Source: an optimization exercise on an open RTL-to-GDS flow (aim: small area). Production flows keep margins and buffers that such runs may drop. RTL that was checked went through simulation tests only; none was proved equivalent to the original. Power is estimated from default activity; no workload was simulated.

## fjord
## can2matrix
module can2matrix (
  input  wire        clk,
  input  wire        rst,           
  input  wire        host_we,
  input  wire [7:0]  host_addr,
  input  wire [7:0]  host_wdata,
  output reg  [7:0]  host_rdata,
  output wire        tx_valid,
  output wire        tx_bus,
  output wire [10:0] tx_id,
  output wire [3:0]  tx_dlc,
  output wire [63:0] tx_data,
  input  wire        tx_ready
);
Size: roughly 2,700 cells after synthesis, about 830 flip-flops, roughly 110 I/O pins.
Settings: LEC_CHECK=0, CAP_MARGIN=20, CORE_MARGIN=2, CORE_UTILIZATION=50, SLEW_MARGIN=20; clock period 10.0 ns.
standard.sh (not shown) runs the stock make flow with config.mk's settings and CLKGATE_MAP_FILE= SYNTH_SCRIPT=/design/flow/synth_recipe.tcl, a recipe that flattens the netlist after the stock synthesis.
==> flow/flow/run.sh <==
#!/bin/bash
# Own flow: the standard layout, with these changes to how it is made:
#  - ports are buffered with the smallest buffer (sky130_fd_sc_hd__buf_1);
#  - clock tree synthesis uses clkbuf_4 buffers in clusters of up to 10 sinks and no dummy loads;
#  - after global routing, ORFS's power recovery (RECOVER_POWER) downsizes gates
#    on paths with positive slack.
# Each step's full output goes to its own log file here.
set -euo pipefail
export BUFFER_PORTS_ARGS="-buffer_cell sky130_fd_sc_hd__buf_1"
export RECOVER_POWER=100
export CTS_ARGS="-sink_clustering_enable -repair_clock_nets -dont_use_dummy_load -buf_list sky130_fd_sc_hd__clkbuf_4 -sink_clustering_size 10 -sink_clustering_max_diameter 40"
for step in synth floorplan place cts route finish; do
  bash standard.sh "$step" > "flow_${step}.log" 2>&1
done
In fjord the implementation ran to completion but is not tape-out ready, as the final checks report max-capacitance violations, max-slew violations.
Setup changes, fjord to willow
-- flow/flow/run.sh --
<<< fjord, line 2
# Own flow: the standard layout, with these changes to how it is made:
>>> willow, line 2
# Own flow: the standard layout, with two changes to how it is made:
<<< fjord, line 4
#  - clock tree synthesis uses clkbuf_4 buffers in clusters of up to 10 sinks and no dummy loads;
#  - after global routing, ORFS's power recovery (RECOVER_POWER) downsizes gates
#    on paths with positive slack.
>>> willow, line 4
#  - clock tree synthesis uses clkbuf_4 buffers in clusters of up to 10 sinks and no dummy loads.
<<< fjord, line 10
export RECOVER_POWER=100
>>> willow, line 8
## What came out
willow ended with every stage complete and zero timing, DRC or antenna violations.
fjord -> willow: met2 layer usage reported by global route delta 0, exact match
willow vs fjord: maximum fanout count along the critical path down in willow
Cell area | willow vs fjord | willow larger
Status: power consumption parity (willow, fjord)
willow: post-route minimum period lower than fjord
Setup changes, willow to quartz
-- flow/flow/run.sh --
<<< willow, line 2
# Own flow: the standard layout, with two changes to how it is made:
>>> quartz, line 2
# Own flow: the standard layout, with these changes to how it is made:
#  - synthesis is the standard flow's synthesis script unchanged (same passes, registers,
#    flattening and renaming) except that Yosys's abc call maps the
#    combinational logic with an area-oriented ABC script (flow/area.abc)
#    instead of ORFS's delay-oriented one;
<<< willow, line 4
#  - clock tree synthesis uses clkbuf_4 buffers in clusters of up to 10 sinks and no dummy loads.
>>> quartz, line 8
#  - clock tree synthesis uses clkbuf_4 buffers in clusters of up to 10 sinks
#    and no dummy loads.
<<< willow, line 7
>>> quartz, line 12
here=$(pwd)
export MY_ABC_SCRIPT="$here/flow/area.abc"
<<< willow, line 9
for step in synth floorplan place cts route finish; do
>>> quartz, line 16

# synthesis script: synth_recipe.tcl with abc's -script argument replaced
{
  cat <<'EOT'
proc abc {args} {
  set i [lsearch -exact $args -script]
  if {$i >= 0} { set args [lreplace $args [expr {$i + 1}] [expr {$i + 1}] $::env(MY_ABC_SCRIPT)] }
  yosys abc {*}$args
}
EOT
  cat synth_recipe.tcl
} > synth_area.tcl
sed "s|SYNTH_SCRIPT=[^ ]*synth_recipe\.tcl|SYNTH_SCRIPT=$here/synth_area.tcl|" standard.sh > synth_area.sh
grep -q "SYNTH_SCRIPT=$here/synth_area.tcl" synth_area.sh
bash synth_area.sh synth > flow_synth.log 2>&1

for step in floorplan place cts route finish; do
==> flow/flow/area.abc (new file) <==
strash
&get -n
&fraig -x
&put
scorr
dc2
strash
dch -f
amap -m -F 4 -A 8
topo
==> summary.txt <==
- quartz: met2 layer wire length in the routed design is about 9% lower than what willow reported.
- The clock network contribution to total cell area was comparable across quartz and willow.
- Number of inserted diodes, quartz and willow: smaller value in willow
- quartz against willow: per-instance average area after synthesis now larger; power density over the cells went up; post-placement cell count down 3.4%.


can2matrix, a different RTL version from the one above (not shown whole).
For scale: roughly 2800 cells after synthesis, about 36000 um2 of cells after synthesis.
==> flow/design.v (excerpt) <==
module can2matrix (
  input  wire        clk,
  input  wire        rst,           
  input  wire        host_we,
  input  wire [7:0]  host_addr,
  input  wire [7:0]  host_wdata,
  output reg  [7:0]  host_rdata,
  output wire        tx_valid,
  output wire        tx_bus,
  output wire [10:0] tx_id,
  output wire [3:0]  tx_dlc,
  output wire [63:0] tx_data,
  input  wire        tx_ready
);
clock: 10.0 ns
lec_check: 0
cap_margin: 20
core_margin: 2
core_utilization: 50
slew_margin: 20
==> flow/flow/run.sh <==
#!/bin/bash
# Own flow: the standard layout, with two changes to how it is made:
#  - ports are buffered with the smallest buffer (sky130_fd_sc_hd__buf_1);
#  - clock tree synthesis uses clkbuf_8 buffers and no dummy loads.
# Each step's full output goes to its own log file here.
set -euo pipefail
export BUFFER_PORTS_ARGS="-buffer_cell sky130_fd_sc_hd__buf_1"
export CTS_ARGS="-sink_clustering_enable -repair_clock_nets -dont_use_dummy_load -buf_list sky130_fd_sc_hd__clkbuf_8 -sink_clustering_size 20 -sink_clustering_max_diameter 60"
for step in synth floorplan place cts route finish; do
  bash standard.sh "$step" > "flow_${step}.log" 2>&1
done
Change:
==> flow/flow/run.sh (replaced) <==
#!/bin/bash
# Own flow: the standard layout, with two changes to how it is made:
#  - ports are buffered with the smallest buffer (sky130_fd_sc_hd__buf_1);
#  - clock tree synthesis uses clkbuf_4 buffers in clusters of up to 10 sinks and no dummy loads.
# Each step's full output goes to its own log file here.
set -euo pipefail
export BUFFER_PORTS_ARGS="-buffer_cell sky130_fd_sc_hd__buf_1"
export CTS_ARGS="-sink_clustering_enable -repair_clock_nets -dont_use_dummy_load -buf_list sky130_fd_sc_hd__clkbuf_4 -sink_clustering_size 10 -sink_clustering_max_diameter 40"
for step in synth floorplan place cts route finish; do
  bash standard.sh "$step" > "flow_${step}.log" 2>&1
done
The changed run passed the timing, design-rule and antenna checks. Core utilization goes up by 0.22 points. Synthesized area stays the same. Die area stays the same. Routed wire length is higher by 0.57%. Clock power rises by about 7%. Worst hold slack got worse by 4.1 ps.
Function was not checked in any run of this note: the RTL went through the layout flow alone.

-- what the ideal ports hide --
The results above use ideal ports. As a check the final layouts listed here were re-extracted and re-timed, cells and wires unchanged.
Step 1 (the two cells are an assumption about what drives the block):
set clk [get_ports {clk}]
set_driving_cell -lib_cell sky130_fd_sc_hd__clkbuf_16 $clk
set_driving_cell -lib_cell sky130_fd_sc_hd__buf_2 [delete_from_list [all_inputs] $clk]
Step 2 moves the port delays by t, midway between the first and last clock arrival at a register: inputs arrive t later, outputs are due t later. That takes back most of the time a late clock gives input paths.
Slacks: ideal ports / drivers / drivers and shift; pairs: ideal ports / drivers.
| run | shift t [ns] | slack for setup (ns) | hold slack, ns | clock arrival spread, ns | pins driven straight from the clock port |
|---|---|---|---|---|---|
| fjord | 0.966 | 1.484 / 1.516 / 0.550 | 0.498 / 0.498 / 0.498 | 0.130 / 0.131 | 1 |
| willow | 0.973 | 2.721 / 2.719 / 2.719 | 0.494 / 0.494 / 0.494 | 0.142 / 0.142 | 1 |
| quartz | 0.963 | 2.229 / 2.229 / 2.229 | 0.508 / 0.508 / 0.508 | 0.111 / 0.111 | 1 |
| the first run of note 2 | 0.770 | 2.085 / 2.024 / 2.618 | 0.465 / 0.465 / 0.465 | 0.106 / 0.106 | 1 |
| the second run of note 2 | 1.014 | 1.756 / 1.698 / 2.675 | 0.461 / 0.461 / 0.461 | 0.155 / 0.155 | 1 |
The setup slack of fjord, which loses most, moves by +0.032 ns with the drivers and by -0.934 ns with both steps.
